What follows belongs to an exercise in optimizing a design on an open flow for small area, a short achievable clock period and few clock cycles; a production flow would make more cautious choices.
Function was checked by simulation only, so behaviour that the tests miss may differ from the original.
No activity file was given, so power comes from the tool's default toggle rates.

==> flow/design.v <==
module fc_crc8_step (
    input  wire [7:0] acc_in,
    input  wire [7:0] data,
    output wire [7:0] acc_out
);
    wire [7:0] x = acc_in ^ data;
    assign acc_out[0] = x[2] ^ x[4] ^ x[5];
    assign acc_out[1] = x[0] ^ x[3] ^ x[5] ^ x[6];
    assign acc_out[2] = x[0] ^ x[1] ^ x[4] ^ x[6] ^ x[7];
    assign acc_out[3] = x[0] ^ x[1] ^ x[4] ^ x[7];
    assign acc_out[4] = x[0] ^ x[1] ^ x[4];
    assign acc_out[5] = x[1] ^ x[2] ^ x[5];
    assign acc_out[6] = x[0] ^ x[2] ^ x[3] ^ x[6];
    assign acc_out[7] = x[1] ^ x[3] ^ x[4] ^ x[7];
endmodule
module fc_dec #(
    parameter CAP = 32
) (
    input  wire       clk,
    input  wire       rst,
    input  wire       clr,         
    input  wire       wr,          
    input  wire [7:0] wr_byte,
    input  wire       b_start,     
    input  wire       b_end,       
    input  wire       b_big,       
    input  wire       b_small,     
    output wire       acc,         
    output wire       done_nx,     
    output wire       err_nx,      
    input  wire       rd_next,     
    output reg  [7:0] rd_data,     
    output reg        rd_ok,       
    output reg  [4:0] rem,         
    output wire       open,
    output reg  [1:0] err,
    output reg  [5:0] total,
    output reg        done_ok
);
    localparam [7:0] START = 8'h02;
    localparam [7:0] END_  = 8'h04;
    localparam NB = CAP - 4;
    reg [7:0] buf_q [0:NB-1];
    reg       p_idle, p_len, p_body, p_term;
    reg [4:0] left;
    reg [7:0] crc;
    reg [4:0] rp;
    assign open = p_len | p_body | p_term;
    wire [7:0] crc_nx;
    fc_crc8_step u_step (.acc_in(p_len ? 8'h00 : crc), .data(wr_byte), .acc_out(crc_nx));
    wire t_short = (total == 6'd2);
    wire t_ok    = b_end && !t_short && (crc == 8'h00);
    assign acc = wr && ((p_idle && b_start) || (p_len && !b_big) || p_body || (p_term && t_ok));
    assign done_nx = done_ok || (wr && p_term && t_ok);
    assign err_nx  = (err != 2'd0) || (wr && p_len && b_big) || (wr && p_term && !t_ok);
    integer k;
    always @(posedge clk) begin
        for (k = 0; k < NB; k = k + 1)
            if (wr && p_body && total == k + 2)
                buf_q[k] <= wr_byte;
    end
    always @(posedge clk) begin
        if (rst || clr) begin
            p_idle  <= 1'b1;
            p_len   <= 1'b0;
            p_body  <= 1'b0;
            p_term  <= 1'b0;
            err     <= 2'd0;
            total   <= 6'd0;
            done_ok <= 1'b0;
            rd_ok   <= 1'b0;
        end else begin
            if (wr && p_idle && b_start) begin
                p_idle <= 1'b0;
                p_len  <= 1'b1;
                total  <= 6'd1;
            end
            if (wr && p_len) begin
                p_len <= 1'b0;
                if (b_big) begin
                    err <= 2'd1;
                end else begin
                    total  <= 6'd2;
                    crc    <= crc_nx;
                    left   <= wr_byte[4:0] - 5'd3;
                    p_body <= !b_small;
                    p_term <= b_small;
                end
            end
            if (wr && p_body) begin
                total <= total + 6'd1;
                crc   <= crc_nx;
                left  <= left - 5'd1;
                if (left == 5'd1) begin
                    p_body <= 1'b0;
                    p_term <= 1'b1;
                end
            end
            if (wr && p_term) begin
                p_term <= 1'b0;
                total  <= total + 6'd1;
                if (!b_end || t_short)
                    err <= 2'd1;
                else if (crc != 8'h00)
                    err <= 2'd2;
                else begin
                    done_ok <= 1'b1;
                    rd_ok   <= (total != 6'd3);
                    rem     <= total[4:0] - 5'd3;
                end
            end
            if (rd_next) begin
                rem   <= rem - 5'd1;
                rd_ok <= (rem != 5'd1);
            end
        end
    end
    always @(posedge clk) begin
        if (wr && p_term) begin
            rd_data <= buf_q[0];
            rp      <= 5'd1;
        end else if (rd_next) begin
            rd_data <= buf_q[rp];
            rp      <= rp + 5'd1;
        end
    end
endmodule
module framing_core #(
    parameter CAP = 32
) (
    input  wire        clk,
    input  wire        rst,           
    input  wire        cmd_valid,
    input  wire [15:0] cmd_data,
    output wire        cmd_ready,
    output reg         resp_valid,
    output reg  [9:0]  resp_data,     
    output reg         ev_valid,
    output reg  [2:0]  ev_kind,       
    output reg  [23:0] ev_arg,
    input  wire        wait_done,
    input  wire        rx_valid,
    input  wire [7:0]  rx_data,
    input  wire        rx_last,
    input  wire        rx_empty,
    output wire        rx_ready
);
    localparam [7:0] START = 8'h02;
    localparam [7:0] END_  = 8'h04;
    localparam NB = CAP - 4;           
    localparam [2:0] EV_TXBEGIN = 3'd1, EV_TXWRITE = 3'd2, EV_TXEND = 3'd3,
                     EV_WAIT = 3'd4, EV_POLL = 3'd5;
    localparam O_CRC_RESET = 0,  O_CRC_CALC = 1,   O_CRC_UPDATE = 2, O_CRC_READ = 3,
               O_ENC_RESET = 4,  O_ENC_WRITE = 5,  O_ENC_END = 6,    O_ENC_AVAIL = 7,
               O_ENC_READ = 8,   O_ENC_PKTLEN = 9,
               O_DEC_RESET = 10, O_DEC_WRITE = 11, O_DEC_AVAIL = 12, O_DEC_READ = 13,
               O_DEC_ISOPEN = 14, O_DEC_HASERR = 15, O_DEC_LASTERR = 16, O_DEC_TOTLEN = 17,
               O_REQ_ADDR = 18,  O_REQ_RESPLEN = 19, O_REQ_DLO = 20, O_REQ_DHI = 21,
               O_REQ_ATT = 22,   O_REQ_START = 23, O_REQ_STATUS = 24, O_REQ_AVAIL = 25,
               O_REQ_READ = 26;
    localparam NOP = 27;
    wire [7:0] c_opc = cmd_data[15:8];
    wire       c_z   = (cmd_data[7:0] == 8'h00);
    reg [NOP-1:0] dop;
    always @(*) begin
        dop = {NOP{1'b0}};
        case (c_opc)
        8'h10: dop[O_CRC_RESET]   = c_z;
        8'h11: dop[O_CRC_CALC]    = 1'b1;
        8'h12: dop[O_CRC_UPDATE]  = 1'b1;
        8'h13: dop[O_CRC_READ]    = c_z;
        8'h20: dop[O_ENC_RESET]   = c_z;
        8'h21: dop[O_ENC_WRITE]   = 1'b1;
        8'h22: dop[O_ENC_END]     = c_z;
        8'h23: dop[O_ENC_AVAIL]   = c_z;
        8'h24: dop[O_ENC_READ]    = c_z;
        8'h25: dop[O_ENC_PKTLEN]  = c_z;
        8'h30: dop[O_DEC_RESET]   = c_z;
        8'h31: dop[O_DEC_WRITE]   = 1'b1;
        8'h32: dop[O_DEC_AVAIL]   = c_z;
        8'h33: dop[O_DEC_READ]    = c_z;
        8'h34: dop[O_DEC_ISOPEN]  = c_z;
        8'h35: dop[O_DEC_HASERR]  = c_z;
        8'h36: dop[O_DEC_LASTERR] = c_z;
        8'h37: dop[O_DEC_TOTLEN]  = c_z;
        8'h40: dop[O_REQ_ADDR]    = 1'b1;
        8'h41: dop[O_REQ_RESPLEN] = 1'b1;
        8'h42: dop[O_REQ_DLO]     = 1'b1;
        8'h43: dop[O_REQ_DHI]     = 1'b1;
        8'h44: dop[O_REQ_ATT]     = 1'b1;
        8'h45: dop[O_REQ_START]   = c_z;
        8'h46: dop[O_REQ_STATUS]  = c_z;
        8'h47: dop[O_REQ_AVAIL]   = c_z;
        8'h48: dop[O_REQ_READ]    = c_z;
        default: ;
        endcase
    end
    reg           rdy;        
    reg           cv;         
    reg [NOP-1:0] op;         
    reg [7:0]     imm8;
    reg           i_start, i_end, i_big, i_small;    
    assign cmd_ready = rdy;
    wire take = cmd_valid && rdy;
    reg  rbusy;               
    wire ex = cv && !rbusy;
    wire [NOP-1:0] x = rbusy ? {NOP{1'b0}} : op;
    reg  [7:0] crc_acc;
    wire [7:0] crc_nx;
    wire [7:0] crc_src = op[O_ENC_WRITE] ? ecrc : op[O_CRC_CALC] ? 8'h00 : crc_acc;
    fc_crc8_step u_crc (.acc_in(crc_src), .data(imm8), .acc_out(crc_nx));
    reg [7:0] enc_buf [2:NB+1];
    reg       eopen;
    reg       eok;                             
    reg [5:0] en;
    reg [5:0] erem;
    reg       erdok;                           
    reg [5:0] ep;
    reg [7:0] epf;
    reg [7:0] ecrc;
    wire [7:0] klen =
        (en == 6'd4) ? 8'h61 :
        (en == 6'd5) ? 8'hff :
        (en == 6'd6) ? 8'hd1 :
        (en == 6'd7) ? 8'h86 :
        (en == 6'd8) ? 8'h3e :
        (en == 6'd9) ? 8'h96 :
        (en == 6'd10) ? 8'h8b :
        (en == 6'd11) ? 8'hef :
        (en == 6'd12) ? 8'hff :
        (en == 6'd13) ? 8'hfb :
        (en == 6'd14) ? 8'h32 :
        (en == 6'd15) ? 8'h6a :
        (en == 6'd16) ? 8'h8a :
        (en == 6'd17) ? 8'hde :
        (en == 6'd18) ? 8'hd1 :
        (en == 6'd19) ? 8'h85 :
        (en == 6'd20) ? 8'h7e :
        (en == 6'd21) ? 8'h85 :
        (en == 6'd22) ? 8'hc1 :
        (en == 6'd23) ? 8'h5f :
        (en == 6'd24) ? 8'h21 :
        (en == 6'd25) ? 8'hea :
        (en == 6'd26) ? 8'h38 :
        (en == 6'd27) ? 8'hd1 :
        (en == 6'd28) ? 8'hae :
        (en == 6'd29) ? 8'hd7 :
        (en == 6'd30) ? 8'he7 :
        (en == 6'd31) ? 8'h5e :
        (en == 6'd32) ? 8'h8a :
                         8'h00;
    wire       e_wr   = x[O_ENC_WRITE] && eok;
    wire       e_end  = x[O_ENC_END] && eopen;
    wire       e_rd   = x[O_ENC_READ] && erdok;
    reg  [7:0] enext;                          
    always @(*) begin
        if (ep == 6'd1)          enext = {2'b00, en};
        else if (erem == 6'd3)   enext = ecrc;
        else if (erem == 6'd2)   enext = END_;
        else                     enext = enc_buf[ep[4:0]];
    end
    wire       dec_acc, dec_rd_ok, dec_open, dec_done_ok;
    wire [7:0] dec_rd_data;
    wire [4:0] dec_rem;
    wire [1:0] dec_err;
    wire [5:0] dec_total;
    fc_dec #(.CAP(CAP)) u_dec (
        .clk(clk), .rst(rst), .clr(x[O_DEC_RESET]),
        .wr(x[O_DEC_WRITE]), .wr_byte(imm8),
        .b_start(i_start), .b_end(i_end), .b_big(i_big), .b_small(i_small),
        .acc(dec_acc), .done_nx(), .err_nx(),
        .rd_next(x[O_DEC_READ] && dec_rd_ok), .rd_data(dec_rd_data), .rd_ok(dec_rd_ok),
        .rem(dec_rem), .open(dec_open), .err(dec_err), .total(dec_total),
        .done_ok(dec_done_ok)
    );
    reg [7:0]  req_addr, req_resplen, req_maxatt, req_left;
    reg        maxatt_nz;
    reg [15:0] req_delay;
    reg [2:0]  req_status;
    reg [2:0]  trig_i;
    reg [23:0] wacc;            
    reg [2:0]  aph;             
    reg        acy;
    reg       s_trig;           
    reg       s_wdone;          
    reg       s_rx;             
    reg       last_att;         
    reg        bw, bl, be;      
    reg [7:0]  bd;
    reg        b_start, b_end, b_big, b_small;    
    assign rx_ready = 1'b1;
    reg        rdec_clr_ev;
    wire       rx_ok = (req_status == 3'd1);     
    wire       rdec_acc, rdec_rd_ok, rdec_open, rdec_done_ok, rdec_done_nx, rdec_err_nx;
    wire [7:0] rdec_rd_data;
    wire [4:0] rdec_rem;
    wire [1:0] rdec_err;
    wire [5:0] rdec_total;
    wire       rq_rd_ok = rx_ok && rdec_rd_ok;
    fc_dec #(.CAP(CAP)) u_rdec (
        .clk(clk), .rst(rst), .clr(x[O_REQ_START] || rdec_clr_ev),
        .wr(bw), .wr_byte(bd),
        .b_start(b_start), .b_end(b_end), .b_big(b_big), .b_small(b_small),
        .acc(rdec_acc), .done_nx(rdec_done_nx), .err_nx(rdec_err_nx),
        .rd_next(x[O_REQ_READ] && rq_rd_ok), .rd_data(rdec_rd_data), .rd_ok(rdec_rd_ok),
        .rem(rdec_rem), .open(rdec_open), .err(rdec_err), .total(rdec_total),
        .done_ok(rdec_done_ok)
    );
    wire r_f =
        x[O_CRC_RESET] | x[O_CRC_CALC] | x[O_CRC_UPDATE] | x[O_CRC_READ] |
        x[O_ENC_RESET] | e_wr | e_end | x[O_ENC_AVAIL] |
        e_rd | x[O_ENC_PKTLEN] |
        x[O_DEC_RESET] | (x[O_DEC_WRITE] & dec_acc) | x[O_DEC_AVAIL] |
        (x[O_DEC_READ] & dec_rd_ok) | x[O_DEC_ISOPEN] | x[O_DEC_HASERR] |
        x[O_DEC_LASTERR] | x[O_DEC_TOTLEN] |
        x[O_REQ_ADDR] | x[O_REQ_RESPLEN] | x[O_REQ_DLO] | x[O_REQ_DHI] | x[O_REQ_ATT] |
        x[O_REQ_STATUS] | x[O_REQ_AVAIL] | (x[O_REQ_READ] & rq_rd_ok);
    wire [7:0] r_d =
        ({8{x[O_CRC_CALC] | x[O_CRC_UPDATE]}} & crc_nx) |
        ({8{x[O_CRC_READ]}} & crc_acc) |
        ({8{e_end | x[O_ENC_PKTLEN]}} & {2'b00, en}) |
        ({8{x[O_ENC_AVAIL] & !eopen}} & {2'b00, erem}) |
        ({8{e_rd}} & epf) |
        ({8{x[O_DEC_AVAIL] & dec_done_ok}} & {3'b000, dec_rem}) |
        ({8{x[O_DEC_READ] & dec_rd_ok}} & dec_rd_data) |
        ({8{x[O_DEC_ISOPEN]}} & {7'd0, dec_open}) |
        ({8{x[O_DEC_HASERR]}} & {7'd0, dec_err != 2'd0}) |
        ({8{x[O_DEC_LASTERR]}} & {6'd0, dec_err}) |
        ({8{x[O_DEC_TOTLEN]}} & {2'b00, dec_total}) |
        ({8{x[O_REQ_STATUS]}} & {5'd0, req_status}) |
        ({8{x[O_REQ_AVAIL] & rx_ok}} & {3'b000, rdec_rem}) |
        ({8{x[O_REQ_READ] & rq_rd_ok}} & rdec_rd_data) |
        ({8{x[O_REQ_START]}} & 8'h04);    
    wire r_ill = ~|op;
    wire start_req = x[O_REQ_START] && maxatt_nz;
    wire eval_fin  = rdec_done_nx || last_att;
    reg  busy_nx;
    always @(*) begin
        busy_nx = rbusy;
        if (start_req)
            busy_nx = 1'b1;
        if (bl && eval_fin)
            busy_nx = 1'b0;
        if (be)
            busy_nx = 1'b0;
    end
    wire cv_nx = take || (cv && !ex);
    integer k;
    always @(posedge clk) begin
        for (k = 2; k < NB + 2; k = k + 1)
            if (e_wr && en == k + 2)
                enc_buf[k] <= imm8;
    end
    always @(posedge clk) begin
        resp_valid  <= 1'b0;
        ev_valid    <= 1'b0;
        rdec_clr_ev <= 1'b0;
        bw <= rx_valid && s_rx && !rx_empty && !rst;
        bl <= rx_valid && s_rx && rx_last && !rx_empty && !rst;
        be <= rx_valid && s_rx && rx_empty && !rst;
        bd <= rx_data;
        b_start <= (rx_data == START);
        b_end   <= (rx_data == END_);
        b_big   <= (rx_data > CAP);
        b_small <= (rx_data < 8'd4);
        resp_data   <= {r_ill, r_f, r_d};
        ev_kind     <= EV_POLL;
        ev_arg      <= {8'd0, req_addr, req_resplen};
        if (rdy) begin
            op      <= cmd_valid ? dop : {NOP{1'b0}};
            imm8    <= cmd_data[7:0];
            i_start <= (cmd_data[7:0] == START);
            i_end   <= (cmd_data[7:0] == END_);
            i_big   <= (cmd_data[7:0] > CAP);
            i_small <= (cmd_data[7:0] < 8'd4);
        end
        if (rst) begin
            rdy        <= 1'b1;
            cv         <= 1'b0;
            rbusy      <= 1'b0;
            s_trig     <= 1'b0;
            s_wdone    <= 1'b0;
            s_rx       <= 1'b0;
            crc_acc    <= 8'h00;
            eopen      <= 1'b1;
            eok        <= 1'b1;
            en         <= 6'd4;
            erdok      <= 1'b0;
            ecrc       <= 8'h00;
            req_addr   <= 8'd0;
            req_resplen <= 8'd0;
            req_delay  <= 16'd0;
            req_maxatt <= 8'd0;
            maxatt_nz  <= 1'b0;
            req_status <= 3'd0;
            aph        <= 3'd0;
        end else begin
            rdy   <= !(cv_nx && busy_nx);
            cv    <= cv_nx;
            rbusy <= busy_nx;
            case (aph)
            3'd1: begin {acy, wacc[5:0]}   <= {1'b0, wacc[5:0]}   + {1'b0, req_delay[5:0]};  aph <= 3'd2; end
            3'd2: begin {acy, wacc[11:6]}  <= {1'b0, wacc[11:6]}  + {1'b0, req_delay[11:6]} + {6'd0, acy}; aph <= 3'd3; end
            3'd3: begin {acy, wacc[17:12]} <= {1'b0, wacc[17:12]} + {3'b000, req_delay[15:12]} + {6'd0, acy}; aph <= 3'd4; end
            3'd4: begin wacc[23:18] <= wacc[23:18] + {5'd0, acy}; aph <= 3'd0; end
            default: ;
            endcase
            if (ex)
                resp_valid <= !start_req;
            if (x[O_CRC_RESET])
                crc_acc <= 8'h00;
            if (x[O_CRC_CALC] || x[O_CRC_UPDATE])
                crc_acc <= crc_nx;
            if (x[O_ENC_RESET]) begin
                eopen <= 1'b1;
                eok   <= 1'b1;
                en    <= 6'd4;
                erdok <= 1'b0;
                ecrc  <= 8'h00;
            end
            if (e_wr) begin
                en   <= en + 6'd1;
                eok  <= (en != CAP - 1);
                ecrc <= crc_nx;
            end
            if (e_end) begin
                eopen <= 1'b0;
                eok   <= 1'b0;
                erem  <= en;
                erdok <= 1'b1;
                ep    <= 6'd1;
                epf   <= START;
                ecrc  <= ecrc ^ klen;
            end
            if (e_rd) begin
                erem  <= erem - 6'd1;
                erdok <= (erem != 6'd1);
                ep    <= ep + 6'd1;
                epf   <= enext;
            end
            if (x[O_REQ_ADDR])    req_addr    <= imm8;
            if (x[O_REQ_RESPLEN]) req_resplen <= imm8;
            if (x[O_REQ_DLO])     req_delay[7:0]  <= imm8;
            if (x[O_REQ_DHI])     req_delay[15:8] <= imm8;
            if (x[O_REQ_ATT]) begin
                req_maxatt <= imm8;
                maxatt_nz  <= (imm8 != 8'd0);
            end
            if (x[O_REQ_START]) begin
                req_left   <= req_maxatt;
                last_att   <= (req_maxatt == 8'd1);
                wacc       <= {8'd0, req_delay};
                aph        <= 3'd0;
                req_status <= maxatt_nz ? 3'd0 : 3'd4;
            end
            if (start_req) begin
                ev_valid <= 1'b1;
                ev_kind  <= EV_TXBEGIN;
                ev_arg   <= {16'd0, req_addr};
                trig_i   <= 3'd1;
                s_trig   <= 1'b1;
            end
            if (s_trig) begin
                ev_valid <= 1'b1;
                trig_i   <= trig_i + 3'd1;
                case (trig_i)
                3'd1: begin ev_kind <= EV_TXWRITE; ev_arg <= {16'd0, START}; end
                3'd2: begin ev_kind <= EV_TXWRITE; ev_arg <= 24'h000004; end
                3'd3: begin ev_kind <= EV_TXWRITE; ev_arg <= 24'h000061; end
                3'd4: begin ev_kind <= EV_TXWRITE; ev_arg <= {16'd0, END_}; end
                3'd5: begin ev_kind <= EV_TXEND;   ev_arg <= 24'd0; end
                default: begin
                    ev_kind <= EV_WAIT;
                    ev_arg  <= wacc;
                    aph     <= 3'd1;
                    s_trig  <= 1'b0;
                    s_wdone <= 1'b1;
                end
                endcase
            end
            if (s_wdone) begin
                if (wait_done) begin
                    ev_valid <= 1'b1;
                    s_wdone  <= 1'b0;
                    s_rx     <= 1'b1;
                end
            end
            if (be) begin
                req_status <= 3'd2;
                resp_valid <= 1'b1;
                resp_data  <= {1'b0, 1'b0, 8'h02};
                s_rx       <= 1'b0;
            end
            if (bl) begin
                s_rx <= 1'b0;
                if (rdec_done_nx) begin
                    req_status <= 3'd1;
                    resp_valid <= 1'b1;
                    resp_data  <= {1'b0, 1'b1, 8'h01};
                end else begin
                    req_left <= req_left - 8'd1;
                    last_att <= (req_left == 8'd2);
                    if (rdec_err_nx)
                        rdec_clr_ev <= 1'b1;
                    if (last_att) begin
                        req_status <= rdec_err_nx ? 3'd3 : 3'd4;
                        resp_valid <= 1'b1;
                        resp_data  <= {1'b0, 1'b0, rdec_err_nx ? 8'h03 : 8'h04};
                    end else if (rdec_err_nx) begin
                        ev_valid <= 1'b1;
                        ev_kind  <= EV_TXBEGIN;
                        ev_arg   <= {16'd0, req_addr};
                        trig_i   <= 3'd1;
                        s_trig   <= 1'b1;
                    end else begin
                        ev_valid <= 1'b1;
                        ev_kind  <= EV_WAIT;
                        ev_arg   <= wacc;
                        aph      <= 3'd1;
                        s_wdone  <= 1'b1;
                    end
                end
            end
        end
    end
endmodule
==> flow/flow/run.sh <==
#!/bin/bash
set -euo pipefail
bash standard.sh SETUP_SLACK_MARGIN=5.15 finish > standard.log 2>&1
==> flow/standard.sh <==
#!/bin/bash
# synth_recipe.tcl (not shown) runs the flow's synth.tcl, then flattens the netlist and writes it again
# the make line also repeats each setting of config.mk as NAME=value (left out here)
make -C /OpenROAD-flow-scripts/flow DESIGN_CONFIG=/design/flow/config.mk WORK_HOME=/design/flow/orfs CLKGATE_MAP_FILE= SYNTH_SCRIPT=/design/flow/synth_recipe.tcl "${@:-finish}"
==> flow/config.mk <==
export PLATFORM = sky130hd
export DESIGN_NAME = framing_core
export DESIGN_NICKNAME = framing_core
export VERILOG_FILES = /design/flow/design.v
export SDC_FILE = /design/flow/constraint.sdc
export NUM_CORES = 4
export LEC_CHECK = 0
export ABC_AREA = 1
export CAP_MARGIN = 20
export CORE_MARGIN = 2
export CORE_UTILIZATION = 40
export CTS_CLUSTER_DIAMETER = 90
export CTS_CLUSTER_SIZE = 26
export SLEW_MARGIN = 20
==> flow/constraint.sdc <==
create_clock -name core_clock -period 8.0 [get_ports {clk}]
set_input_delay 1.6000 -clock core_clock [delete_from_list [all_inputs] [get_ports {clk}]]
set_output_delay 1.6000 -clock core_clock [all_outputs]
set_load 0.01 [all_outputs]
==> flow_metrics.tcl, run 1 <==
set metrics [dict create \
    endpoint_kind "flip-flop" \
    hold_viol_final 0 \
    ir_drop_uv 257 \
    grt-ovfl-total 0 \
    synth_nets 3834 \
    initial_utilization_pct 40.3 \
    rsz0062_at_grt "yes" \
    final_common_cell "edfxtp_1" \
    ctsLongestPathBuffers 3 \
    vias_per_cell 5.48 \
    yosys.area.top_type_share_pct 58.3 \
    fmax_ghz 0.357 \
    worstMarginPinSlew_ns 1.07 \
    area_delta_synth_final_pct 12.1 \
    grt_start_max_net_pins 64 \
    nets 3976 \
    synth-seq-cells 991 \
    slowest_stage "dfxtp_2" \
    antenna_cells 0 \
    final_cell_mix "edfxtp_1, nand2_1, inv_1" \
    routabilityCongestion 0.908 \
    io_pins 72 \
    maxCapViolations 0 \
    cts_tree "built" \
    p_leak_uw 0.0166 \
    async_flop_share_pct 0 \
    power.density_nw_per_um2 180 \
    clk_pin_slew_ns 0.11 \
    post-route-period-util_pct 35.0 \
    wl_mm 112 \
    wl_per_cell_um 21.2 \
    finalCriticalPeriod_ns 2.80 \
    crit_fanout 14 \
    synth.avg_cell_area_sq_um 11.3 \
    yosysWarnings 20 \
    hpwl_mm 76.6 \
    drc 0 \
    hold_slack_ns 0.456 \
    rows 119 \
    critPathMaxStageDelay_ns 0.58 \
    antenna_left 0 \
    synth_area_sq_um 42300 \
    outcome "no timing/DRC/antenna violations" \
    die_h_um 329 \
    numPortBuffers 70 \
    synth_cell_type_count 69 \
    setup_viol 0 \
    clock_latency_ns 0.66 \
    grt_pass1_vias 27400 \
    numCtsBuffers 45 \
    worst-path-buf-inv 1 \
    grt_pass1_wl_mm 167 \
    fillerInstances 9649 \
    crit_required_ns 8.40 \
    dp_cells 5163 \
    syn-instance-count 3733 \
    yosysSeqAreaShare_pct 66.4 \
    slew_headroom_pct 28.1 \
    dieArea_sq_um 108000 \
    htree_levels 2 \
    die_w_um 329 \
    instances_no_fill 5296 \
    worst_ep_arrival_time_ns 3.20 \
    ys.flop_type "edfxtp_1" \
    yosysTopAreaCell "edfxtp_1" \
    antenna_found_initial 4 \
    drtPass1Iterations 6 \
    finalSetupTns_ns 0 \
    synth-edff-count 820 \
    synth_area_leaders "edfxtp_1, dfxtp_1, nand2_1, inv_1, nor2_1" \
    criticalPathCategory "flip-flop to flip-flop" \
    critical-path-top-delay-family "simple AND/OR/NAND/NOR gates" \
    vias 29000 \
    core_area_sq_um 105000 \
    drt_first_iter_violations 2728 \
    track_usage_pct 20.2 \
    fin_worst_skew_ns 0.0502 \
    stdcell_area_sq_um 47400 \
    power_uw 8550 \
    dpl-instance-area_sq_um 44800 \
    hp-class "flip-flop to flip-flop" \
    drive_above_1_share_pct 12.0 \
    crit_chain "inv_1 > ha_2 > or4_4 > nor4_4 > nor2_4 > o21ai_1 > nand2_1" \
    start_kind "flip-flop" \
    cts_sinks 991 \
    cts_root_buf "clkbuf_16" \
    slew_violations 0 \
]
[cell type report]
cell class,instances,area [sq um],area share [%]
Sequential cell,991,28100,59.3
Multi-Input combinational cell,2285,13300,28.2
Tap cell,1391,1740,3.67
Inverter,393,1530,3.24
Timing Repair Buffer,158,1290,2.71
Clock buffer,71,1280,2.69
Clock inverter,6,83.8,0.177
Timing Repair inverter,1,5.00,0.0106
[where the power goes]
group | switching (uW) | total (uW) | internal [uW] | leakage [uW]
combinational | 151 | 212 | 61.3 | 0.00707
clock | 1620 | 2760 | 1130 | 0.000654
sequential | 7.78 | 5580 | 5570 | 0.00889
[path summary, 6_finish.rpt]
check / start / to / slack, ns / cells after the start
worst min register to register: u_dec.p_idle / u_dec.p_idle / 0.46 / 2
worst max-delay path: u_dec.rp[4] / u_dec.rd_data[0] / 5.20 / 7
worst min-delay path: u_dec.p_idle / u_dec.p_idle / 0.46 / 2
worst max register to register: u_dec.rp[4] / u_dec.rd_data[0] / 5.20 / 7
[synth_stat cells, types with 7 or more instances]
| library cell | number |
|---|---|
| edfxtp_1 | 820 |
| nand2_1 | 702 |
| inv_1 | 353 |
| nor2_1 | 334 |
| o21ai_0 | 196 |
| a21oi_1 | 172 |
| dfxtp_1 | 171 |
| nand3_1 | 155 |
| a221oi_1 | 77 |
| nand4_1 | 69 |
| ha_1 | 65 |
| a22o_1 | 61 |
| xor2_1 | 60 |
| nor3_1 | 58 |
| clkbuf_1 | 51 |
| nor4_1 | 39 |
| xnor2_1 | 36 |
| inv_2 | 25 |
| a32o_1 | 24 |
| nor2_2 | 22 |
| o21ai_1 | 22 |
| a22oi_1 | 21 |
| a31oi_1 | 19 |
| a211oi_1 | 15 |
| clkinv_1 | 13 |
| o211ai_1 | 11 |
| buf_2 | 9 |
| a2111oi_0 | 8 |
| nand2_2 | 8 |
| nor2_4 | 8 |
| o2111ai_1 | 8 |
| o221ai_1 | 8 |
| o22ai_1 | 8 |
| a32oi_1 | 7 |
[worst reg2reg max path, cell delays in order, from the launching register on]
cell and delay, ns:
dfxtp_2 0.58, inv_1 0.21, ha_2 0.34, or4_4 0.58, nor4_4 0.35, nor2_4 0.13, o21ai_1 0.22, nand2_1 0.14
[registers in the layout, indices dropped and copies added (netlist names), 10 cells and up]
signal        count
resp_data        10
req_delay        16
ev_arg           24
wacc             24
u_dec.buf_q     224
enc_buf         224
u_rdec.buf_q    224
op               27
[stage by stage]
step	utilization (%)	setup slack, ns
2_1_floorplan	-	5.14
3_3_place_gp	42.6	3.84
3_5_place_dp	42.6	3.71
4_1_cts	44.4	5.13
5_1_grt	45.1	5.07
6_report	45.1	5.20
[kinds of logic after synthesis]
| kind of cell | count (synthesis) | share of synthesized area [%] |
|---|---|---|
| buffers and inverters | 460 | 4.17 |
| multiplexers | 5 | 0.130 |
| AND/OR/NAND/NOR | 1425 | 14.6 |
| other | 1 | 0.00887 |
| AO/OA/AOI/OAI | 682 | 10.5 |
| adder cells (fa/ha/maj) | 70 | 2.16 |
| XOR/XNOR | 99 | 2.10 |
| flip-flops | 991 | 66.4 |
[metal layers]
layer / routed length, um / GRT usage [%]
met1: 50000 / 28.6
met2: 52600 / 33.0
met3: 7510 / 3.02
met4: 2320 / 4.38
met5: 39 / 0
[what timing repair did]
action / CTS / global route
cloned: 2 / 2
resized for setup: 282 / 117
endpoints found under the setup margin: 396 / 168
hold buffers: 0 / 0
setup buffers: 19 / 32
pin swaps: 13 / 33
Testbench counts, summed over its fixed seeds: cycles 21,000.
==> run 2, diff against run 1 <==
==> flow/flow/run.sh (replaced) <==
#!/bin/bash
set -euo pipefail
bash standard.sh SETUP_SLACK_MARGIN=5.3 finish > standard.log 2>&1
--- a/flow/config.mk
+++ b/flow/config.mk
@@ -13,2 +13,3 @@
 export CTS_CLUSTER_SIZE = 26
 export SLEW_MARGIN = 20
+export TNS_END_PERCENT = 30
==> flow_metrics.tcl, run 2 <==
set metrics [dict create \
    area_delta_synth_final_pct 14.6 \
    die_h_um 329 \
    clk_pin_slew_ns 0.11 \
    track_usage_pct 20.4 \
    vias_per_cell 5.50 \
    hp-class "flip-flop to flip-flop" \
    synth_area_sq_um 42300 \
    min_from "u_dec.p_idle" \
    wl_mm 114 \
    hpwl_mm 77.5 \
    rr_worst_depth 15 \
    finalSetupTns_ns 0 \
    criticalPathCategory "flip-flop to output port" \
    crit_chain "dlygate4sd2_1" \
    r2r_start "ep[1]" \
    synth.cells.most_frequent "edfxtp_1, nand2_1, inv_1" \
    final_cell_mix "edfxtp_1, nand2_1, inv_1" \
    ir_drop_uv 163 \
    endpoint_kind "output port" \
    fmax_ghz 0.355 \
    nets 4015 \
    antenna_cells 0 \
    worstMarginPinSlew_ns 1.09 \
    numCtsBuffers 45 \
    die_w_um 329 \
    final_common_cell "edfxtp_1" \
    cp.depth 1 \
    grt_pass1_wl_mm 170 \
    io_pins 72 \
    startpoint "ev_arg[21]" \
    synth.avg_cell_area_sq_um 11.3 \
    drtPass1Iterations 6 \
    outcome "no timing/DRC/antenna violations" \
    finalWorstSetupSlack_ns 5.18 \
    p_leak_uw 0.0170 \
    synth_cell_type_count 69 \
    rsz0062_at_grt "yes" \
    synth-seq-cells 991 \
    worst-path-buf-inv 1 \
    synth.most_common_cell "edfxtp_1" \
    critical-path-top-delay-family "flip-flops" \
    cts_sinks 991 \
    ctsLongestPathBuffers 3 \
    ys.flop_type "edfxtp_1" \
    synth-edff-count 820 \
    synth_nets 3834 \
    crit_required_ns 6.40 \
    antenna_left 0 \
    dieArea_sq_um 108000 \
    numPortBuffers 70 \
    grt-ovfl-total 0 \
    yosysTopAreaCell "edfxtp_1" \
    drc 0 \
    power.density_nw_per_um2 177 \
    yosys.area.top_type_share_pct 58.3 \
    initial_utilization_pct 40.3 \
    slew_headroom_pct 27.2 \
    routabilityCongestion 0.911 \
    grt_pass1_vias 27500 \
    slowest_stage "dfxtp_1" \
    hold_viol_final 0 \
    clock_latency_ns 0.66 \
    fin_worst_skew_ns 0.0566 \
    grt_start_max_net_pins 64 \
    synth_area_leaders "edfxtp_1, dfxtp_1, nand2_1, inv_1, nor2_1" \
    crit_fanout 1 \
    start_kind "flip-flop" \
    yosysSeqAreaShare_pct 66.4 \
    finalCriticalPeriod_ns 2.82 \
    drt_first_iter_violations 2712 \
    whs_path_depth 2 \
    post-route-period-util_pct 35.2 \
    htree_levels 2 \
    worst_ep_arrival_time_ns 1.22 \
    hold_slack_ns 0.458 \
    rows 119 \
    setup_viol 0 \
    reg.largest.list "enc_buf (224), u_dec.buf_q (224), u_rdec.buf_q (224)" \
    dp_slack_ns 3.76 \
    maxCapViolations 0 \
    critPathMaxStageDelay_ns 0.31 \
    wl_per_cell_um 21.5 \
    core_area_sq_um 105000 \
    syn-instance-count 3733 \
    slew_violations 0 \
    drive_above_1_share_pct 15.4 \
    cts_tree "built" \
    vias 29400 \
    antenna_found_initial 0 \
    cts_root_buf "clkbuf_16" \
    yosysWarnings 20 \
    async_flop_share_pct 0 \
]
run 2: cell counts after synthesis:
Identical to the previous run, type by type.
run 2: metal layers:
metal	vias up	part of all wire, %	global-route usage, %
met5	-	0	0
met3	119	6.4	2.51
li1	13700	-	-
met4	0	2.0	4.28
met1	14600	44	29.2
met2	987	47	33.3
run 2: final cells by class:
class / count / area [sq um]
fill: 9559 / 56500
sequential: 991 / 28100
multi-input combinational: 2283 / 13800
timing repair buffer: 199 / 1800
tap: 1391 / 1740
inverter: 393 / 1600
clock buffer: 72 / 1290
clock inverter: 7 / 83.8
timing repair inverter: 1 / 5.00
run 2: cells by family (layout without fill, tap and decap cells):
family / Yosys count / after routing / share of synthesized area, %
other cells: 1 / 1 / 0.00887
fa+ha+maj: 70 / 70 / 2.16
buf+inv: 460 / 672 / 4.17
compound gates: 682 / 682 / 10.5
xor+xnor: 99 / 99 / 2.10
simple gates: 1425 / 1426 / 14.6
flops: 991 / 991 / 66.4
mux: 5 / 5 / 0.130
run 2: timing repair:
action,CTS,global route
setup buffers,15,76
gates cloned,2,1
setup endpoints to repair,462,454
hold buffers,0,0
pin swaps,9,73
gates resized for setup,156,471
run 2: through the flow:
step	utilization (%)	power, uW	instance area (sq um)	cells
6_report	46.2	8570	48500	5337
4_1_cts	44.4	8610	46600	5259
3_3_place_gp	42.6	5910	44800	5163
2_1_floorplan	-	5820	42400	3733
3_5_place_dp	42.6	5910	44800	5163
5_1_grt	46.2	8800	48500	5337
run 2: path summary, 6_finish.rpt:
| path | slack [ns] | end |
|---|---|---|
| hold reg to reg | 0.46 | u_dec.p_idle |
| setup reg to reg | 5.27 | epf[3] |
| setup / recovery | 5.18 | ev_arg[21] |
| hold / removal | 0.46 | u_dec.p_idle |
run 2: report_power, final:
group / total, uW / internal [uW] / switching [uW]
Sequential: 5580 / 5570 / 9.07
Clock: 2770 / 1140 / 1630
Combinational: 220 / 65.4 / 155
==> run 3, diff against run 2 <==
--- a/flow/design.v
+++ b/flow/design.v
@@ -286,7 +286,12 @@
     reg       s_rx;             
     reg       last_att;         
-    reg        bw, bl, be;      
-    reg [7:0]  bd;
-    reg        b_start, b_end, b_big, b_small;    
+    wire       bw = rx_valid && s_rx && !rx_empty;    
+    wire       bl = bw && rx_last;                     
+    wire       be = rx_valid && s_rx && rx_empty;     
+    wire [7:0] bd = rx_data;
+    wire       b_start = (rx_data == START);
+    wire       b_end   = (rx_data == END_);
+    wire       b_big   = (rx_data > CAP);
+    wire       b_small = (rx_data < 8'd4);
     assign rx_ready = 1'b1;
     reg        rdec_clr_ev;
@@ -356,12 +361,4 @@
         ev_valid    <= 1'b0;
         rdec_clr_ev <= 1'b0;
-        bw <= rx_valid && s_rx && !rx_empty && !rst;
-        bl <= rx_valid && s_rx && rx_last && !rx_empty && !rst;
-        be <= rx_valid && s_rx && rx_empty && !rst;
-        bd <= rx_data;
-        b_start <= (rx_data == START);
-        b_end   <= (rx_data == END_);
-        b_big   <= (rx_data > CAP);
-        b_small <= (rx_data < 8'd4);
         resp_data   <= {r_ill, r_f, r_d};
         ev_kind     <= EV_POLL;
--- a/flow/config.mk
+++ b/flow/config.mk
@@ -13,3 +13,2 @@
 export CTS_CLUSTER_SIZE = 26
 export SLEW_MARGIN = 20
-export TNS_END_PERCENT = 30
==> flow_metrics.tcl, run 3 <==
set metrics [dict create \
    synth-seq-cells 976 \
    hp-class "flip-flop to flip-flop" \
    core_area_sq_um 104000 \
    synth-xor-area-share_pct 2.11 \
    numPortBuffers 70 \
    slew_headroom_pct 23.7 \
    vias 29500 \
    post-route-period-util_pct 38.0 \
    power.density_nw_per_um2 175 \
    synth-adder-area-share_pct 2.24 \
    antenna_left 0 \
    dieArea_sq_um 107000 \
    synth_nets 3825 \
    r2r_setup_slack_ns 5.25 \
    grt_pass1_wl_mm 175 \
    grt_start_max_net_pins 67 \
    area_delta_synth_final_pct 18.6 \
    cts_tree "built" \
    cts_sinks 976 \
    p_leak_uw 0.0175 \
    yosysSeqAreaShare_pct 66.2 \
    cts-hold-fix-buffers 0 \
    nets 4070 \
    rr_worst_depth 17 \
    htree_levels 2 \
    synth_area_leaders "edfxtp_1, dfxtp_1, nand2_1, inv_1, nor2_1" \
    clock_latency_ns 0.68 \
    antenna_found_initial 0 \
    synth.cells.most_frequent "edfxtp_1, nand2_1, inv_1" \
    ir_drop_uv 212 \
    worstSetupEndpoint "ev_arg[3]" \
    rows 118 \
    track_usage_pct 21.3 \
    worst_ep_arrival_time_ns 3.56 \
    syn-instance-count 3722 \
    r2r_start "u_rdec.total[0]" \
    worstMarginPinSlew_ns 1.14 \
    yosysTopAreaCell "edfxtp_1" \
    clk_pin_slew_ns 0.10 \
    crit_fanout 5 \
    stdcell_area_sq_um 49700 \
    drive_above_1_share_pct 19.1 \
    synth-simple-area-share_pct 15.0 \
    hold_viol_final 0 \
    criticalPathCategory "input pin to flip-flop" \
    synth.most_common_cell "edfxtp_1" \
    async_flop_share_pct 0 \
    yosysWarnings 20 \
    synth_top_family_by_area "simple AND/OR/NAND/NOR gates" \
    synth-edff-count 820 \
    startpoint "rx_data[1]" \
    numCtsBuffers 46 \
    die_w_um 328 \
    fmax_ghz 0.329 \
    rsz0062_at_grt "yes" \
    final_common_cell "edfxtp_1" \
    ys.flop_type "edfxtp_1" \
    initial_utilization_pct 40.4 \
    final_cell_mix "edfxtp_1, nand2_1, inv_1" \
    endpoint_kind "flip-flop" \
    maxCapViolations 0 \
    synth_cell_type_count 60 \
    ctsLongestPathBuffers 3 \
    drc 0 \
    reg2reg_to "ev_arg[3]" \
    finalCriticalPeriod_ns 3.04 \
    vias_per_cell 5.48 \
    outcome "no timing/DRC/antenna violations" \
    dpl-instance-area_sq_um 44800 \
    fin_worst_skew_ns 0.0469 \
    grt_pass1_vias 27900 \
    finalSetupTns_ns 0 \
    routabilityCongestion 0.886 \
    yosys.area.top_type_share_pct 58.8 \
    slew_violations 0 \
    hpwl_mm 77.2 \
    antenna_cells 0 \
    grt-ovfl-total 0 \
    die_h_um 328 \
    setup_viol 0 \
    start_kind "input pin" \
    drtPass1Iterations 6 \
    synth.avg_cell_area_sq_um 11.3 \
    drt_first_iter_violations 2630 \
    synth_area_sq_um 41900 \
    wl_mm 118 \
    synth_compound_area_share_pct 10.2 \
    cts_root_buf "clkbuf_16" \
    io_pins 72 \
    synthMuxAreaShare_pct 0 \
    reg.largest.list "enc_buf (224), u_dec.buf_q (224), u_rdec.buf_q (224)" \
    wl_per_cell_um 21.9 \
    crit_required_ns 8.52 \
]
## run 3: cell types whose count changed after synthesis, moves of 8 or more
cell     before  now
a22o_1       61   77
nor3_1       58   80
a21oi_1     172  155
o21ai_0     196  186
nand2_1     702  714
nand3_1     155  168
a31oi_1      19   27
a32o_1       24    5
inv_1       353  337
o21ai_1      22   11
a22oi_1      21   31
dfxtp_1     171  156
## run 3: worst max-delay path: stages
cell,delay (ns)
buf_8,0.10
buf_12,0.13
inv_12,0.05
ha_4,0.11
nand4_1,0.15
nor3_4,0.23
buf_6,0.15
nand2_4,0.05
nor2_4,0.14
nor2_4,0.06
inv_2,0.08
nor2_4,0.06
buf_12,0.14
nand2_4,0.08
o21ai_4,0.07
buf_4,0.14
nand2_1,0.07
o2111ai_2,0.12
## run 3: report_power, final
| part | internal (uW) | switching [uW] | total [uW] |
|---|---|---|---|
| logic | 121 | 228 | 348 |
| registers | 5500 | 12.9 | 5520 |
| clock network | 1160 | 1650 | 2810 |
| total | 6790 | 1890 | 8680 |
## run 3: worst min path at each step
stage / start / to / slack [ns] / cells after the start
after global placement: u_dec.p_idle / u_dec.p_idle / 0.43 / 2
after floorplan: u_rdec.p_idle / u_rdec.p_idle / 0.42 / 2
after detailed placement: u_dec.p_idle / u_dec.p_idle / 0.44 / 2
final: u_dec.p_idle / u_dec.p_idle / 0.46 / 2
after global routing: u_rdec.p_idle / u_rdec.p_idle / 0.49 / 2
after CTS: u_dec.p_idle / u_dec.p_idle / 0.46 / 2
## run 3: cell type report
cell class,count,area (sq um)
Fill cell,9241,53900
Clock inverter,11,133
Timing Repair inverter,5,28.8
Tap cell,1380,1730
Timing Repair Buffer,258,2600
Multi-Input combinational cell,2292,14500
Sequential cell,976,27800
Inverter,388,1620
Clock buffer,68,1290
## run 3: cell families after synthesis
logic type,after synthesis
AO/OA/AOI/OAI,657
XOR/XNOR,99
adder cells (fa/ha/maj),72
buffers and inverters,457
flip-flops,976
other,1
AND/OR/NAND/NOR,1460
## run 3: metal layers
metal  up-vias  GRT usage [%]  routed length (um)
met3       120           2.11                6680
met1     14700           30.3               52100
met5         -              0                   0
li1      13800              -                   -
met2       911           35.5               56500
met4         0           4.10                2250
## run 3: timing repair
item                       4_1_cts  5_1_grt
setup buffers                   68       69
gates cloned                    14        2
resized for setup              502      258
setup endpoints to repair      691      624
pin swaps                       54       91
## run 3: stage by stage
step	setup slack, ns	total power, uW	instances	hold WS, ns	utilization [%]
finish	4.96	8680	5378	0.458	48.0
global route	4.94	8900	5378	0.485	48.0
CTS	5.04	8700	5307	0.460	46.4
detailed placement	3.65	5920	5146	0.439	43.2
global placement	3.68	5920	5146	0.433	43.2
floorplan	4.85	5790	3722	0.419	-
Testbench counts of run 3, summed over its fixed seeds: cycles 20,831.
==> run 4, diff against run 3 <==
--- a/flow/design.v
+++ b/flow/design.v
@@ -26,4 +26,6 @@
     input  wire       b_big,       
     input  wire       b_small,     
+    output wire [7:0] crc_in,      
+    input  wire [7:0] crc_nx,      
     output wire       acc,         
     output wire       done_nx,     
@@ -47,6 +49,5 @@
     reg [4:0] rp;
     assign open = p_len | p_body | p_term;
-    wire [7:0] crc_nx;
-    fc_crc8_step u_step (.acc_in(p_len ? 8'h00 : crc), .data(wr_byte), .acc_out(crc_nx));
+    assign crc_in = p_len ? 8'h00 : crc;
     wire t_short = (total == 6'd2);
     wire t_ok    = b_end && !t_short && (crc == 8'h00);
@@ -207,7 +208,5 @@
     wire [NOP-1:0] x = rbusy ? {NOP{1'b0}} : op;
     reg  [7:0] crc_acc;
-    wire [7:0] crc_nx;
-    wire [7:0] crc_src = op[O_ENC_WRITE] ? ecrc : op[O_CRC_CALC] ? 8'h00 : crc_acc;
-    fc_crc8_step u_crc (.acc_in(crc_src), .data(imm8), .acc_out(crc_nx));
+    wire [7:0] crc_nx;          
     reg [7:0] enc_buf [2:NB+1];
     reg       eopen;
@@ -265,9 +264,10 @@
     wire [1:0] dec_err;
     wire [5:0] dec_total;
+    wire [7:0] dec_crc_in, rdec_crc_in;
     fc_dec #(.CAP(CAP)) u_dec (
         .clk(clk), .rst(rst), .clr(x[O_DEC_RESET]),
         .wr(x[O_DEC_WRITE]), .wr_byte(imm8),
         .b_start(i_start), .b_end(i_end), .b_big(i_big), .b_small(i_small),
-        .acc(dec_acc), .done_nx(), .err_nx(),
+        .crc_in(dec_crc_in), .crc_nx(crc_nx), .acc(dec_acc), .done_nx(), .err_nx(),
         .rd_next(x[O_DEC_READ] && dec_rd_ok), .rd_data(dec_rd_data), .rd_ok(dec_rd_ok),
         .rem(dec_rem), .open(dec_open), .err(dec_err), .total(dec_total),
@@ -286,12 +286,7 @@
     reg       s_rx;             
     reg       last_att;         
-    wire       bw = rx_valid && s_rx && !rx_empty;    
-    wire       bl = bw && rx_last;                     
-    wire       be = rx_valid && s_rx && rx_empty;     
-    wire [7:0] bd = rx_data;
-    wire       b_start = (rx_data == START);
-    wire       b_end   = (rx_data == END_);
-    wire       b_big   = (rx_data > CAP);
-    wire       b_small = (rx_data < 8'd4);
+    reg        bw, bl, be;      
+    reg [7:0]  bd;
+    reg        b_start, b_end, b_big, b_small;    
     assign rx_ready = 1'b1;
     reg        rdec_clr_ev;
@@ -307,9 +302,15 @@
         .wr(bw), .wr_byte(bd),
         .b_start(b_start), .b_end(b_end), .b_big(b_big), .b_small(b_small),
-        .acc(rdec_acc), .done_nx(rdec_done_nx), .err_nx(rdec_err_nx),
+        .crc_in(rdec_crc_in), .crc_nx(crc_nx), .acc(rdec_acc), .done_nx(rdec_done_nx), .err_nx(rdec_err_nx),
         .rd_next(x[O_REQ_READ] && rq_rd_ok), .rd_data(rdec_rd_data), .rd_ok(rdec_rd_ok),
         .rem(rdec_rem), .open(rdec_open), .err(rdec_err), .total(rdec_total),
         .done_ok(rdec_done_ok)
     );
+    wire [7:0] step_acc = rbusy             ? rdec_crc_in :
+                          op[O_DEC_WRITE]   ? dec_crc_in  :
+                          op[O_ENC_WRITE]   ? ecrc        :
+                          op[O_CRC_CALC]    ? 8'h00       : crc_acc;
+    wire [7:0] step_dat = rbusy ? bd : imm8;
+    fc_crc8_step u_crc (.acc_in(step_acc), .data(step_dat), .acc_out(crc_nx));
     wire r_f =
         x[O_CRC_RESET] | x[O_CRC_CALC] | x[O_CRC_UPDATE] | x[O_CRC_READ] |
@@ -361,4 +362,12 @@
         ev_valid    <= 1'b0;
         rdec_clr_ev <= 1'b0;
+        bw <= rx_valid && s_rx && !rx_empty && !rst;
+        bl <= rx_valid && s_rx && rx_last && !rx_empty && !rst;
+        be <= rx_valid && s_rx && rx_empty && !rst;
+        bd <= rx_data;
+        b_start <= (rx_data == START);
+        b_end   <= (rx_data == END_);
+        b_big   <= (rx_data > CAP);
+        b_small <= (rx_data < 8'd4);
         resp_data   <= {r_ill, r_f, r_d};
         ev_kind     <= EV_POLL;
==> flow/flow/run.sh (replaced) <==
#!/bin/bash
set -euo pipefail
bash standard.sh SETUP_SLACK_MARGIN=5.15 finish > standard.log 2>&1
==> flow_metrics.tcl, run 4 <==
set metrics [dict create \
    outcome "no timing/DRC/antenna violations" \
    ctsLongestPathBuffers 3 \
    setup_viol 0 \
    reg2reg_to "epf[5]" \
    ys.flop_type "edfxtp_1" \
    grt_start_max_net_pins 65 \
    synth-edff-count 820 \
    cts_tree "built" \
    r2r_start "ep[0]" \
    slowest_stage "dfxtp_4" \
    synth.most_common_cell "edfxtp_1" \
    dieArea_sq_um 108000 \
    crit_required_ns 6.40 \
    numCtsBuffers 45 \
    cts_root_buf "clkbuf_16" \
    endpoint_kind "output port" \
    yosysSeqAreaShare_pct 66.5 \
    grt_pass1_vias 27200 \
    antenna_left 0 \
    grt_pass1_wl_mm 173 \
    rr_worst_depth 12 \
    fin_worst_skew_ns 0.0335 \
    routabilityCongestion 0.927 \
    final_common_cell "edfxtp_1" \
    r2r_setup_slack_ns 5.19 \
    wl_mm 116 \
    yosys.area.top_type_share_pct 58.4 \
    rows 119 \
    vias 29200 \
    htree_levels 2 \
    crit_chain "buf_12 > buf_6" \
    stdcell_area_sq_um 47300 \
    die_w_um 329 \
    post-route-period-util_pct 35.6 \
    synth.cells.most_frequent "edfxtp_1, nand2_1, inv_1" \
    drive_above_1_share_pct 11.6 \
    finalSetupTns_ns 0 \
    area_delta_synth_final_pct 12.0 \
    synth_nets 3801 \
    cts_sinks 991 \
    whs_path_depth 2 \
    synth_area_sq_um 42200 \
    drc 0 \
    hpwl_mm 79.6 \
    wl_per_cell_um 22.1 \
    slew_headroom_pct 18.1 \
    antenna_found_initial 2 \
    start_kind "flip-flop" \
    rsz0062_at_grt "yes" \
    slew_violations 0 \
    crit_fanout 2 \
    fillerInstances 9638 \
    async_flop_share_pct 0 \
    track_usage_pct 21.0 \
    hold_slack_ns 0.464 \
    initial_utilization_pct 40.2 \
    clock_latency_ns 0.64 \
    worstMarginPinSlew_ns 1.22 \
    maxCapViolations 0 \
    power.density_nw_per_um2 183 \
    hp-class "flip-flop to flip-flop" \
    core_area_sq_um 105000 \
    reg.largest.list "enc_buf (224), u_dec.buf_q (224), u_rdec.buf_q (224)" \
    fmax_ghz 0.351 \
    hold_path_end "u_dec.p_idle" \
    criticalPathCategory "flip-flop to output port" \
    finalCriticalPeriod_ns 2.85 \
    grt-ovfl-total 0 \
    dpl-instance-area_sq_um 44600 \
    dp_cells 5130 \
    numPortBuffers 70 \
    nets 3933 \
    yosysWarnings 20 \
    ir_drop_uv 157 \
    instances_no_fill 5253 \
    vias_per_cell 5.56 \
    drtPass1Iterations 6 \
    clk_pin_slew_ns 0.11 \
    final_cell_mix "edfxtp_1, nand2_1, inv_1" \
    io_pins 72 \
    syn-instance-count 3700 \
    die_h_um 329 \
    synth-seq-cells 991 \
    synth_cell_type_count 75 \
    p_leak_uw 0.0167 \
    worst_ep_arrival_time_ns 1.25 \
    drt_first_iter_violations 3429 \
    yosysTopAreaCell "edfxtp_1" \
    synth.avg_cell_area_sq_um 11.4 \
    critPathMaxStageDelay_ns 0.37 \
    synth_area_leaders "edfxtp_1, dfxtp_1, nand2_1, inv_1, nor2_1" \
    min_from "u_dec.p_idle" \
    hold_viol_final 0 \
]
run 4: power breakdown:
part / internal (uW) / switching, uW
clock: 1140 / 1620
sequential: 5580 / 17.1
combinational: 78.8 / 197
total: 6800 / 1830
run 4: worst max-delay path by stage:
stage / startpoint / endpoint / slack, ns
final: rdy / cmd_ready / 5.15
after global routing: ep[0] / epf[6] / 5.04
after CTS: rdy / cmd_ready / 5.13
after detailed placement: rbusy / u_rdec.crc[0] / 4.33
after global placement: rst / u_dec.crc[5] / 4.42
after floorplan: rst / wacc[12] / 5.05
run 4: metrics by stage:
stage          util, %  worst slack, ns  power [uW]
2_1_floorplan        -             5.05        5860
3_3_place_gp      42.5             4.42        5970
3_5_place_dp      42.5             4.33        5980
4_1_cts           44.2             5.13        8650
5_1_grt           45.0             5.04        8860
6_report          45.0             5.15        8630
run 4: critical path: cells and delay by family, from the launching register on:
family / cells / cell delay (ns)
buffers and inverters: 2 / 0.24
DFF: 1 / 0.37
run 4: layout make-up:
cell class / instances / area (sq um) / area share, %
Sequential cell: 991 / 28100 / 59.5
Multi-Input combinational cell: 2201 / 13000 / 27.4
Tap cell: 1391 / 1740 / 3.68
Inverter: 450 / 1740 / 3.68
Antenna cell: 1 / 2.50 / 0.00529
Timing Repair Buffer: 143 / 1360 / 2.87
Clock inverter: 10 / 128 / 0.270
Clock buffer: 66 / 1200 / 2.55
run 4: logic make-up after synthesis:
logic type / count (synthesis) / synth area share (%)
compound gates: 738 / 11.5
buf+inv: 510 / 4.68
flops: 991 / 66.5
simple gates: 1337 / 13.9
mux: 9 / 0.237
fa+ha+maj: 70 / 2.16
xor+xnor: 44 / 0.984
other cells: 1 / 0.00889
run 4: layer usage:
metal  vias to the layer above  track usage (%)  share of wire, %
li1                      13500                -                 -
met1                     14500             31.4                46
met2                      1041             32.6                46
met3                       132             2.64               6.8
met4                         0             4.55               2.0
met5                         -                0                 0
run 4: what timing repair did:
item,in CTS,in global routing
resized for setup,234,138
buffers inserted,8,32
pin swaps,6,38
hold buffers,0,0
setup endpoints to repair,386,339
gates cloned,3,1
Testbench counts of run 4, summed over its fixed seeds: cycles 21,000.
==> run 5, diff against run 4 <==
==> flow/flow/run.sh (replaced) <==
#!/bin/bash
set -euo pipefail
bash standard.sh SETUP_SLACK_MARGIN=5.05 finish > standard.log 2>&1
==> flow_metrics.tcl, run 5 <==
set metrics [dict create \
    post-route-period-util_pct 36.4 \
    use_met2_pct 32.6 \
    criticalPathCategory "flip-flop to output port" \
    yosysSeqAreaShare_pct 66.5 \
    nets 3921 \
    drt_first_iter_violations 3546 \
    worst-path-buf-inv 1 \
    final_cell_mix "edfxtp_1, nand2_1, inv_1" \
    grt-ovfl-total 0 \
    area_delta_synth_final_pct 11.0 \
    antenna_left 0 \
    dp_slack_ns 4.18 \
    yosys.area.top_type_share_pct 58.4 \
    numPortBuffers 70 \
    dp_cells 5132 \
    synth-edff-count 820 \
    synth.cells.most_frequent "edfxtp_1, nand2_1, inv_1" \
    antenna_cells 0 \
    yosysTopAreaCell "edfxtp_1" \
    ctsLongestPathBuffers 3 \
    finalWorstSetupSlack_ns 5.09 \
    synth.avg_cell_area_sq_um 11.4 \
    die_h_um 329 \
    grt-busiest-layer "met2" \
    grt_pass1_vias 27200 \
    slew_headroom_pct -0.422 \
    grt_use_met3_pct 2.90 \
    drive_above_1_share_pct 9.19 \
    track_usage_pct 20.6 \
    rows 119 \
    cts_root_buf "clkbuf_16" \
    yosysWarnings 20 \
    cts_tree "built" \
    worstMarginPinSlew_ns 1.49 \
    rsz0062_at_grt "yes" \
    numCtsBuffers 45 \
    vias_per_cell 5.54 \
    io_pins 72 \
    maxCapViolations 1 \
    initial_utilization_pct 40.2 \
    drc 0 \
    start_kind "flip-flop" \
    routabilityCongestion 0.896 \
    reg.largest.list "enc_buf (224), u_dec.buf_q (224), u_rdec.buf_q (224)" \
    clock_latency_ns 0.65 \
    vias 29100 \
    finalCriticalPeriod_ns 2.91 \
    ir_drop_uv 186 \
    instances_no_fill 5242 \
    ys.flop_type "edfxtp_1" \
    slowest_stage "dfxtp_2" \
    power.density_nw_per_um2 184 \
    wl_per_cell_um 21.9 \
    dieArea_sq_um 108000 \
    critPathMaxStageDelay_ns 0.39 \
    hold_viol_final 0 \
    grt_pass1_wl_mm 170 \
    hold_slack_ns 0.457 \
    async_flop_share_pct 0 \
    crit_required_ns 6.40 \
    clk_pin_slew_ns 0.10 \
    setup_viol 0 \
    core_area_sq_um 105000 \
    die_w_um 329 \
    outcome "failed layout checks" \
    fmax_ghz 0.344 \
    synth_nets 3801 \
    crit_fanout 1 \
    htree_levels 2 \
    power_uw 8590 \
    synth_area_leaders "edfxtp_1, dfxtp_1, nand2_1, inv_1, nor2_1" \
    grt_start_max_net_pins 65 \
    synth_cell_type_count 75 \
    violations "max-capacitance violations, max-slew violations" \
    synth_area_sq_um 42200 \
    drtPass1Iterations 6 \
    wl_mm 115 \
    hpwl_mm 79.4 \
    cts-hold-fix-buffers 0 \
    syn-instance-count 3700 \
    crit_chain "clkdlybuf4s15_1" \
    antenna_found_initial 6 \
    endpoint_kind "output port" \
    cts_sinks 991 \
    p_leak_uw 0.0166 \
    hp-class "flip-flop to flip-flop" \
    final_common_cell "edfxtp_1" \
    slew_violations 1 \
    critical-path-top-delay-family "flip-flops" \
    synth-seq-cells 991 \
    worst_ep_arrival_time_ns 1.31 \
    fin_worst_skew_ns 0.0437 \
    synth.most_common_cell "edfxtp_1" \
    finalSetupTns_ns 0 \
    grt_use_met1_pct 30.3 \
]
-- run 5: changes by cell type in the layout (fill, tap and decap cells not counted), sizes merged --
cell,before,now
clkbuf,74,71
clkinvlp,7,6
dlygate4sd2,0,28
inv,450,443
a21oi,179,178
clkdlybuf4s15,18,9
clkinv,1,12
buf,86,60
bufinv,2,0
diode,1,0
-- run 5: worst paths after layout --
kind	startpoint	endpoint	slack, ns	cells after the start
worst min register to register	u_rdec.p_idle	u_rdec.p_idle	0.46	2
worst min-delay path	u_rdec.p_idle	u_rdec.p_idle	0.46	2
worst max register to register	ep[0]	epf[1]	5.13	13
worst max-delay path	resp_data[2]	resp_data[2]	5.09	1
-- run 5: through the flow --
stage                     cell area, sq um  utilization, %
after global routing                 46800            44.6
after global placement               44600            42.5
final                                46800            44.6
after floorplan                      42200               -
after CTS                            46300            44.1
after detailed placement             44600            42.5
-- run 5: cell type report --
| type | instances | area (sq um) |
|---|---|---|
| clock buffer | 67 | 1270 |
| tap | 1391 | 1740 |
| multi-input combinational | 2200 | 12700 |
| timing repair buffer | 132 | 1270 |
| inverter | 450 | 1720 |
| sequential | 991 | 28100 |
| clock inverter | 11 | 71.3 |
| fill | 9743 | 58100 |
-- run 5: repair_timing --
action | CTS | global route
buffers inserted | 3 | 26
gates cloned | 2 | 1
setup endpoints to repair | 346 | 274
gates resized for setup | 118 | 89
pin swaps | 3 | 16
-- run 5: kinds of logic (layout without fill, tap and decap cells) --
family / count (synthesis) / in the layout / share of synthesized area [%]
buffers and inverters: 510 / 660 / 4.68
multiplexers: 9 / 9 / 0.237
XOR/XNOR: 44 / 44 / 0.984
AO/OA/AOI/OAI: 738 / 739 / 11.5
adder cells (fa/ha/maj): 70 / 70 / 2.16
other: 1 / 1 / 0.00889
AND/OR/NAND/NOR: 1337 / 1337 / 13.9
flip-flops: 991 / 991 / 66.5
-- run 5: power by group --
part | switching (uW) | total, uW | internal, uW
registers | 16.7 | 5600 | 5580
clock network | 1600 | 2720 | 1130
logic | 195 | 271 | 75.8
-- run 5: metal layers --
metal / wire (um) / part of all wire [%] / vias to the layer above
met5: 0 / 0 / -
met4: 2350 / 2.0 / 0
met3: 8460 / 7.4 / 123
met2: 52700 / 46 / 1031
met1: 51300 / 45 / 14400
li1: - / - / 13500
==> run 6, diff against run 5 <==
==> flow/flow/run.sh (replaced) <==
#!/bin/bash
set -euo pipefail
bash standard.sh SETUP_SLACK_MARGIN=5.15 finish > standard.log 2>&1
--- a/flow/config.mk
+++ b/flow/config.mk
@@ -12,3 +12,4 @@
 export CTS_CLUSTER_DIAMETER = 90
 export CTS_CLUSTER_SIZE = 26
+export PLACE_DENSITY = 0.75
 export SLEW_MARGIN = 20
==> flow_metrics.tcl, run 6 <==
set metrics [dict create \
    slowest_stage "dfxtp_2" \
    syn-instance-count 3700 \
    hold_viol_final 0 \
    yosysTopAreaCell "edfxtp_1" \
    synth.most_common_cell "edfxtp_1" \
    crit_required_ns 6.40 \
    fmax_ghz 0.353 \
    critPathMaxStageDelay_ns 0.37 \
    slew_headroom_pct 27.7 \
    cts_tree "built" \
    grt-ovfl-total 0 \
    drtPass1Iterations 7 \
    dp_slack_ns 4.10 \
    cts-hold-fix-buffers 0 \
    synth-seq-cells 991 \
    criticalPathCategory "flip-flop to output port" \
    dpl-instance-area_sq_um 44600 \
    io_pins 72 \
    worst_ep_arrival_time_ns 1.23 \
    antenna_found_initial 2 \
    crit_chain "clkdlybuf4s15_2" \
    worstMarginPinSlew_ns 1.08 \
    synth.cells.most_frequent "edfxtp_1, nand2_1, inv_1" \
    wl_mm 114 \
    maxCapViolations 0 \
    finalWorstSetupSlack_ns 5.17 \
    reg.largest.list "enc_buf (224), u_dec.buf_q (224), u_rdec.buf_q (224)" \
    yosysWarnings 20 \
    power.density_nw_per_um2 182 \
    clk_pin_slew_ns 0.11 \
    synth-edff-count 820 \
    routabilityCongestion 0.960 \
    crit_fanout 1 \
    clock_latency_ns 0.65 \
    die_w_um 329 \
    vias_per_cell 5.73 \
    final_cell_mix "edfxtp_1, nand2_1, inv_1" \
    drive_above_1_share_pct 10.5 \
    cts_root_buf "clkbuf_16" \
    core_area_sq_um 105000 \
    stdcell_area_sq_um 46900 \
    critical-path-top-delay-family "flip-flops" \
    nets 3925 \
    vias 30100 \
    p_leak_uw 0.0165 \
    slew_violations 0 \
    post-route-period-util_pct 35.4 \
    grt_pass1_vias 27900 \
    synth_area_sq_um 42200 \
    final_common_cell "edfxtp_1" \
    track_usage_pct 20.3 \
    area_delta_synth_final_pct 11.1 \
    hpwl_mm 78.9 \
    numPortBuffers 70 \
    grt_pass1_wl_mm 170 \
    yosys.area.top_type_share_pct 58.4 \
    yosysSeqAreaShare_pct 66.5 \
    wl_per_cell_um 21.7 \
    synth_cell_type_count 75 \
    finalSetupTns_ns 0 \
    antenna_cells 0 \
    synth_nets 3801 \
    rows 119 \
    antenna_left 0 \
    synth.avg_cell_area_sq_um 11.4 \
    dieArea_sq_um 108000 \
    grt_start_max_net_pins 66 \
    start_kind "flip-flop" \
    rsz0062_at_grt "yes" \
    hp-class "flip-flop to flip-flop" \
    ctsLongestPathBuffers 3 \
    drc 0 \
    initial_utilization_pct 40.2 \
    endpoint_kind "output port" \
    async_flop_share_pct 0 \
    drt_first_iter_violations 4291 \
    setup_viol 0 \
    htree_levels 2 \
    ys.flop_type "edfxtp_1" \
    synth_area_leaders "edfxtp_1, dfxtp_1, nand2_1, inv_1, nor2_1" \
    cts_sinks 991 \
    outcome "no timing/DRC/antenna violations" \
    worst-path-buf-inv 1 \
    numCtsBuffers 44 \
    ir_drop_uv 176 \
    finalCriticalPeriod_ns 2.83 \
    die_h_um 329 \
    fin_worst_skew_ns 0.0290 \
]
==> run 6: cell types whose count changed in the layout (fill, tap and decap cells not counted), moves of 7 or more <==
| cell | delta |
|---|---|
| clkdlybuf4s15_2 | +10 |
| dfxtp_1 | -14 |
| dfxtp_2 | +14 |
| buf_4 | +7 |
| buf_2 | +11 |
| clkbuf_1 | +13 |
| dlygate4sd2_1 | -23 |
==> run 6: routing by layer <==
layer	part of all wire, %	GRT usage (%)	up-vias
li1	-	-	13500
met1	42	29.7	14700
met2	46	32.1	1626
met3	9.1	2.68	220
met4	2.8	4.83	0
met5	0	0	-
==> run 6: cell families after synthesis <==
| kind of cell | synth area share, % |
|---|---|
| fa+ha+maj | 2.16 |
| flops | 66.5 |
| compound gates | 11.5 |
| buf+inv | 4.68 |
| xor+xnor | 0.984 |
| simple gates | 13.9 |
| mux | 0.237 |
| other cells | 0.00889 |
==> run 6: path summary, 6_finish.rpt <==
check               start           end  slack [ns]  cells past startpoint
min          u_dec.p_idle  u_dec.p_idle        0.46                      2
min reg2reg  u_dec.p_idle  u_dec.p_idle        0.46                      2
max             ev_arg[2]     ev_arg[2]        5.17                      1
max reg2reg         ep[0]        epf[2]        5.21                     14
==> run 6: cell type report <==
class / count / area (sq um)
Clock inverter: 4 / 41.3
Multi-Input combinational cell: 2202 / 12800
Fill cell: 9334 / 58100
Clock buffer: 78 / 1260
Timing Repair Buffer: 134 / 1220
Tap cell: 1391 / 1740
Timing Repair inverter: 1 / 5.00
Sequential cell: 991 / 28100
Inverter: 450 / 1740
==> run 6: power by group <==
part	leakage (uW)	total, uW	switching (uW)	internal, uW
registers	0.00889	5600	17.0	5580
clock network	0.000616	2680	1580	1090
logic	0.00699	276	197	79.0
total	0.0165	8550	1800	6750
==> run 6: what timing repair did <==
item,in CTS,in global routing
resized for setup,200,108
setup buffers,6,28
gates cloned,1,3
pin swaps,4,17
endpoints found under the setup margin,348,289
==> run 6: stage by stage <==
step	power, uW	std cells	util [%]	hold WS [ns]
floorplan	5860	3700	-	0.420
global placement	5960	5131	42.5	0.437
detailed placement	5970	5131	42.5	0.440
CTS	8540	5220	44.0	0.457
global route	8750	5251	44.6	0.485
finish	8550	5251	44.6	0.458

[what the ideal ports hide]
Ports are ideal in the flow. The routed layouts listed here were re-timed in OpenROAD. Step 1: set_driving_cell puts a clkbuf_16 on clk and a buf_2 on each other input, an assumption about the parent block. Step 2, shift: input delay + t, output delay - t, t = (earliest + latest rising clock arrival at the registers) / 2. This alone moves slack from input paths to output paths. Slacks: no drivers / after step 1 / after step 2; pairs: no drivers / after step 1.
run	t (ns)	slack for setup (ns)	worst slew at a driven data input, ns	cell pins on the clock port's net
run 1	0.701	5.197 / 5.134 / 4.578	0.11	1
run 2	0.701	5.181 / 5.115 / 4.588	0.11	1
run 3	0.725	4.959 / 4.993 / 4.268	0.06	1
run 4	0.696	5.155 / 5.084 / 4.616	0.05	1
run 5	0.698	5.090 / 5.025 / 4.525	0.04	1
run 6	0.699	5.166 / 5.097 / 4.627	0.06	1
For run 3, which loses most, drivers alone change the setup slack by +0.034 ns; drivers and shift together by -0.691 ns.
